What follows belongs to an exercise in optimizing a design on an open flow for small area, a short achievable clock period and few clock cycles; a production flow would make more cautious choices.
The RTL was checked by simulation tests, not by an equivalence proof against the original design.
No activity file was given, so power comes from the tool's default toggle rates.

==> design/flow/config.mk <==
export PLATFORM = sky130hd
export DESIGN_NAME = gf2_unit
export DESIGN_NICKNAME = gf2_unit
export VERILOG_FILES = /design/flow/design.v
export SDC_FILE = /design/flow/constraint.sdc
export NUM_CORES = 4
export LEC_CHECK = 0
export CAP_MARGIN = 20
export CORE_MARGIN = 2
export CORE_UTILIZATION = 40
export PLACE_DENSITY = 0.6
export SLEW_MARGIN = 20
==> design/flow/constraint.sdc <==
create_clock -name core_clock -period 8.0 [get_ports {clk}]
set_input_delay 1.6000 -clock core_clock [delete_from_list [all_inputs] [get_ports {clk}]]
set_output_delay 1.6000 -clock core_clock [all_outputs]
set_load 0.01 [all_outputs]
==> design/flow/design.v <==
module gf2_unit (
    input  wire        clk,
    input  wire        rst,       
    input  wire        start,     
    input  wire [2:0]  op,
    input  wire [63:0] a,         
    input  wire [63:0] b,         
    input  wire [63:0] m,         
    input  wire [6:0]  n,         
    output wire        ready,
    output reg         done,
    output reg  [63:0] result,
    output reg         fault
);
    localparam [2:0] OP_CLMUL    = 3'd0,
                     OP_CLMULH   = 3'd1,
                     OP_GFDIV    = 3'd2,
                     OP_GFMOD    = 3'd3,
                     OP_GFMULMOD = 3'd4,
                     OP_GFINV    = 3'd5,
                     OP_GFDIVX32 = 3'd6;
    localparam [1:0] S_IDLE = 2'd0,
                     S_MUL  = 2'd1,
                     S_DIV  = 2'd2,
                     S_INV  = 2'd3;
    reg [1:0]   state;
    reg [2:0]   op_r;
    reg [63:0]  a_r, b_r, m_r;
    reg [6:0]   n_r;
    reg [7:0]   cnt;
    reg [127:0] mcand;      
    reg [63:0]  mplier;     
    reg [127:0] prod;       
    reg [63:0]  dvs;        
    reg [63:0]  rem;
    reg [63:0]  quo;
    reg [63:0]  r0, r1, s0, s1;
    assign ready = (state == S_IDLE);
    function [5:0] deg64;
        input [63:0] v;
        integer i;
        begin
            deg64 = 6'd0;
            for (i = 0; i < 64; i = i + 1)
                if (v[i]) deg64 = i[5:0];
        end
    endfunction
    function [63:0] mask_n;
        input [63:0] v;
        input [6:0]  w;
        begin
            if (w >= 7'd64) mask_n = v;
            else            mask_n = v & ~({64{1'b1}} << w);
        end
    endfunction
    wire [5:0]  dvs_deg  = deg64(dvs);
    wire        dvs_zero = (dvs == 64'd0);
    wire [63:0] div_t    = {rem[62:0], prod[127]};
    wire        div_sub  = !dvs_zero && div_t[dvs_deg];
    wire [5:0]  r0_deg   = deg64(r0);
    wire [5:0]  r1_deg   = deg64(r1);
    wire        r0_zero  = (r0 == 64'd0);
    wire        r1_zero  = (r1 == 64'd0);
    wire        inv_red  = !r0_zero && (r0_deg >= r1_deg);
    wire [5:0]  inv_sft  = r0_deg - r1_deg;
    task start_div;
        input [63:0] d;
        input [7:0]  w;
        begin
            dvs   <= d;
            rem   <= 64'd0;
            quo   <= 64'd0;
            cnt   <= w;
            state <= S_DIV;
        end
    endtask
    task start_mul;
        input [63:0] x;
        input [63:0] y;
        begin
            mcand  <= {64'd0, x};
            mplier <= y;
            prod   <= 128'd0;
            cnt    <= 8'd64;
            state  <= S_MUL;
        end
    endtask
    task finish;
        input [63:0] res;
        input        flt;
        begin
            result <= res;
            fault  <= flt;
            done   <= 1'b1;
            state  <= S_IDLE;
        end
    endtask
    always @(posedge clk) begin
        done <= 1'b0;
        if (rst) begin
            state <= S_IDLE;
        end else begin
            case (state)
            S_IDLE: begin
                if (start) begin
                    op_r <= op;
                    a_r  <= a;
                    b_r  <= b;
                    m_r  <= m;
                    n_r  <= n;
                    case (op)
                    OP_CLMUL, OP_CLMULH, OP_GFMULMOD:
                        start_mul(a, b);
                    OP_GFDIV, OP_GFMOD: begin
                        prod <= {a, 64'd0};
                        start_div(b, 8'd64);
                    end
                    OP_GFINV: begin
                        r0 <= b;  r1 <= a;
                        s0 <= 64'd0; s1 <= 64'd1;
                        state <= S_INV;
                    end
                    default: begin  
                        r0 <= b;  r1 <= 64'h1_0000_0000;
                        s0 <= 64'd0; s1 <= 64'd1;
                        state <= S_INV;
                    end
                    endcase
                end
            end
            S_MUL: begin
                if (mplier[0]) prod <= prod ^ mcand;
                mcand  <= mcand << 1;
                mplier <= mplier >> 1;
                cnt    <= cnt - 8'd1;
                if (cnt == 8'd1) begin
                    case (op_r)
                    OP_CLMUL:  finish(mplier[0] ? prod[63:0]   ^ mcand[63:0]   : prod[63:0],   1'b0);
                    OP_CLMULH: finish(mplier[0] ? prod[127:64] ^ mcand[127:64] : prod[127:64], 1'b0);
                    OP_GFMULMOD: begin
                        prod <= mplier[0] ? prod ^ mcand : prod;
                        start_div(m_r, 8'd128);
                    end
                    default: begin  
                        prod <= mplier[0] ? prod ^ mcand : prod;
                        start_div(b_r, 8'd128);
                    end
                    endcase
                end
            end
            S_DIV: begin
                prod <= prod << 1;
                rem  <= div_sub ? div_t ^ dvs : div_t;
                quo  <= {quo[62:0], div_sub};
                cnt  <= cnt - 8'd1;
                if (cnt == 8'd1) begin
                    case (op_r)
                    OP_GFDIV:    finish({quo[62:0], div_sub}, 1'b0);
                    OP_GFMOD,
                    OP_GFMULMOD: finish(mask_n(div_sub ? div_t ^ dvs : div_t, n_r), 1'b0);
                    default:     finish(div_sub ? div_t ^ dvs : div_t, 1'b0);  
                    endcase
                end
            end
            S_INV: begin
                if (r1_zero) begin
                    if (op_r == OP_GFINV) begin
                        finish(s0, (a_r == 64'd0) || (r0 != 64'd1));
                    end else if (r0 != 64'd1) begin
                        finish(64'd0, 1'b1);      
                    end else begin
                        start_mul(a_r, s0);       
                    end
                end else if (inv_red) begin
                    r0 <= r0 ^ (r1 << inv_sft);
                    s0 <= s0 ^ (s1 << inv_sft);
                end else begin
                    r0 <= r1;  r1 <= r0;
                    s0 <= s1;  s1 <= s0;
                end
            end
            endcase
        end
    end
endmodule
==> design/flow/run.sh <==
#!/bin/bash
# synth_recipe.tcl (not shown) runs the flow's synth.tcl, then flattens the netlist and writes it again
# the make line also repeats each setting of config.mk as NAME=value (left out here)
make -C /OpenROAD-flow-scripts/flow DESIGN_CONFIG=/design/flow/config.mk WORK_HOME=/design/flow/orfs CLKGATE_MAP_FILE= SYNTH_SCRIPT=/design/flow/synth_recipe.tcl finish
==> results.txt <==
==> layout make-up <==
cell class	instances	share of cell area (%)
antenna	7	0.0257
clock buffer	146	4.48
clock inverter	73	1.10
inverter	57	0.319
multi-input combinational	4321	39.2
sequential	1044	45.9
tap	1930	3.54
timing repair buffer	371	5.41
==> synthesized netlist by cell type (36+ instances only) <==
library cell     n
a22o_1          54
a221o_1         74
nor4_1         116
nor3_1         163
nand3_1        160
inv_1           56
a211oi_1       124
nand2_1        773
nor2b_1         38
a21oi_1        428
xnor2_1        220
buf_1           51
or3_1           42
a31oi_1         85
nor2_1         487
a311oi_1        36
o21ai_0        367
and2_1         215
xor2_1          88
clkbuf_1       356
mux2i_1        232
mux2_2          66
edfxtp_1      1041
a22oi_1        142
a221oi_1        41
o31ai_1         41
==> worst min path at each step <==
stage	end	from	slack [ns]	depth (start not counted)
2_1_floorplan	mplier[0]	mplier[1]	0.50	2
3_3_place_gp	quo[56]	quo[55]	0.53	1
3_5_place_dp	quo[47]	quo[46]	0.54	1
4_1_cts	quo[49]	quo[48]	0.52	1
5_1_grt	mplier[40]	mplier[41]	0.53	1
6_report	quo[49]	quo[48]	0.53	1
==> flip-flops by register name, indices dropped and copies added (netlist names), 63 cells and up <==
signal	count
result	64
mplier	64
m_r	64
r0	64
r1	64
s1	64
a_r	64
b_r	64
mcand	128
s0	64
rem	63
dvs	64
quo	63
prod	128
==> layer usage <==
| layer | track usage, % | wire [µm] |
|---|---|---|
| met3 | 6.54 | 29700 |
| met4 | 14.7 | 13100 |
| met1 | 45.1 | 99600 |
| met2 | 48.3 | 110000 |
| met5 | 0 | 47 |
==> kinds of logic (layout without fill, tap and decap cells) <==
logic type	Yosys count	count (layout)	share of synthesized area, %
buffers and inverters	480	647	3.12
flip-flops	1044	1044	52.6
adder cells (fa/ha/maj)	13	13	0.286
multiplexers	325	325	6.18
XOR/XNOR	308	308	4.53
AO/OA/AOI/OAI	1570	1570	17.0
other	0	7	0
AND/OR/NAND/NOR	2105	2105	16.3
==> power groups by stage <==
stage | combinational, µW | clock [µW] | sequential, µW
2_1_floorplan | 5040 | 0 | 8470
3_3_place_gp | 8170 | 0 | 8780
3_5_place_dp | 8200 | 0 | 8790
4_1_cts | 8250 | 5560 | 8700
5_1_grt | 8940 | 5740 | 8860
6_report | 8470 | 5520 | 8750
==> metrics by stage <==
step | setup WS, ns | instances | area (µm²) | util (%) | total power (µW)
floorplan | 0.121 | 5845 | 59600 | - | 13500
global placement | 1.22 | 7722 | 64300 | 43.5 | 17000
detailed placement | 1.29 | 7722 | 64300 | 43.5 | 17000
CTS | 1.26 | 7941 | 68200 | 46.1 | 22500
global route | 0.741 | 7942 | 68200 | 46.1 | 23500
finish | 1.07 | 7949 | 68200 | 46.1 | 22700
==> summary.md <==
| Metric | Value |
|---|---|
| Final period util | between 80% and 90% |
| Final GP Congestion | around 1 |
| CTS Buf Count | approximately 120 |
| Arr. time, crit path | between 7 and 8 ns |
| DRT antenna net count | 0 |
| Clock power frac | 24.3% |
| Root Buffer | clkbuf_16 |
| Skew-Pair Late Insertion Delay | a little under 0.8 ns |
| Reg clk slew, reported paths | around 0.06 ns |
| Mean post-synth cell area | just over 10 µm² |
| 1st-iter DRT viols | just under 8,000 |
| Site Rows | 141 |
| Die outline width | around 400 µm |
| R2R Path End | r0[58] |
| Gate Count Post-Synth | around 6,000 |
| Sequential cell area | approximately 31,000 µm² |
| Critical Path End | r0[58] |
| Cell Area, Synth | 59,500 µm² |
| Gr usage total | between 30% and 40% |
| CP startpoint | r1[6] |
| Pwr/cell area | ~330 nW/µm² |
| HPWL after detailed placement | ~180,000 µm |
| Routed len/inst | roughly 32 µm |
| CP Launch Type | register |
| Post-synthesis sequential area ratio | between 50% and 60% |
| Syn nets | a little over 6,000 |
| CP Class | reg -> reg |
| CP max stage cell | fa_4 |
| Synth cell types | 83 |
| Most frequent cells in the layout | edfxtp_1, nand2_1, nor2_1 |
| Sequential power share | 38.5% |
| Setup TNS | 0 ns |
| Layout cells sized above 1 | 7.14% |
| IO Pins | between 200 and 300 |
| YS warnings | 1 |
| CP Buf/Inv Count | 2 |
| Commonest non-fill, non-tap cell in the layout | edfxtp_1 |
| Internal | 13,500 µW |
| Worst path cell trace | nor2_1 -> o31ai_1 -> a21boi_0 -> o31ai_1 -> a211oi_1 -> o31ai_1 -> a211oi_1 -> nor3_1 -> o31ai_1 -> a31oi_1 -> o31a_1 -> o21ai_0 -> fa_4 -> clkinv_2 -> buf_12 -> mux2i_1 -> a21oi_1 -> a21oi_1 -> a21oi_1 -> a21oi_1 -> xnor2_1 -> o21ai_0 -> mux2_2 |
| Asr flop ratio synth | 0% |
| Critical Path End Type | register |
| Slew headroom | ~14% |
| Die area | 152,000 µm² |
| Top cells by area, synth | edfxtp_1, nand2_1, mux2i_1 |
| Crit path required time | between 8 and 9 ns |
| Clock sinks | approximately 1,000 |
| Leading area contributor after synthesis | edfxtp_1 |
| Die H | approximately 390 µm |
| Largest net degree at the start of global routing | around 190 |
| Postcts setup bufs | 0 |
| RR Startpoint | r1[6] |
| Synth Flop Type | edfxtp_1 |
| Routed vias | 51,400 |
| Starting Density | between 40% and 50% |
| Max-cap violations | 0 |
| Worst reg2reg path depth | 23 |
| Crit path max fanout | 43 |
| R2r setup slk | about 1.1 ns |
| Fill cell count | between 10,000 and 15,000 |
| Clock tree buffer depth | 3 |
| Switching power total | between 9000 and 10,000 µW |
| Cts repair resizes | 0 |
| Slew at the pin with the worst max-slew slack | approximately 1.3 ns |
| CTS tree | done |
| Gr ovfl total | 0 |
| Core Area | around 150,000 µm² |
| Critical path's largest stage delay | ~0.92 ns |
| Hold crit path type | reg -> reg |
| Fin. max-slew vios | 0 |
| Area grow syn2layout | 14.6% |
| Initial antenna violation count | 22 |
| Flops & latches, synth | ~1,000 |
| Levels on crit path | 23 |
| Fin Hold WS | 0.527 ns |
| Via/cell ratio | 6.46 |
| Post-synth EDFFs | around 1,000 |
| Setup violations, final | 0 |
| Net Sw Frac | about two fifths |
| RSZ-0062 raised after global routing | false |
| Multi-input gate area | between 20,000 and 30,000 µm² |
| Min Tclk post-route | 6.93 ns |
| First-pass iteration count of the detailed router | 6 |
| Hold_buf cts | 0 |
| Final hold vios | 0 |
| Worst clock skew | roughly 0.047 ns |
| Drt drc | 0 |
| Detailed Route WL | 253,000 µm |
| Top cell type's share of synthesized area | 52.5% |
| # H-tree levels | 3 |
| Combinational share of power | around 37% |
| NumNets Final | about 6,100 |
| Outcome | no timing/DRC/antenna violations |
| Vias in the first global route | 47,200 |
| Static leakage | between 0.02 and 0.025 µW |
| First-pass GRT wire length | 355,000 µm |
| Max Clock Freq | ~140 MHz |
| Worst VDD drop | about 0.00022 V |
| I/O Buffers | 271 |
| Top delay family on crit path | compound AO/OA/AOI/OAI gates |
Testbench counts, summed over its fixed seeds: cycles 129,897.

what the ideal ports hide:
No port has a modelled driver above. Below, the same layout with a new extraction and two added sets of constraints.
Step 1 assumes that a clkbuf_16 drives the clock port and a buf_2 every other input.
Step 2, shift: input delay + t, output delay - t, t = (earliest + latest rising clock arrival at the registers) / 2. This alone moves slack from input paths to output paths.
Three values: ideal ports, drivers, drivers and shift; two values: the first two.
t (ns): 0.853
slack for setup (ns): 1.068 / 1.068 / 1.068
worst setup path after step 2: register to register
cell pins on the clock port's net: 1
After both steps this run still meets setup and hold. For this run, drivers alone change the setup slack by 0.000 ns; drivers and shift together by 0.000 ns.
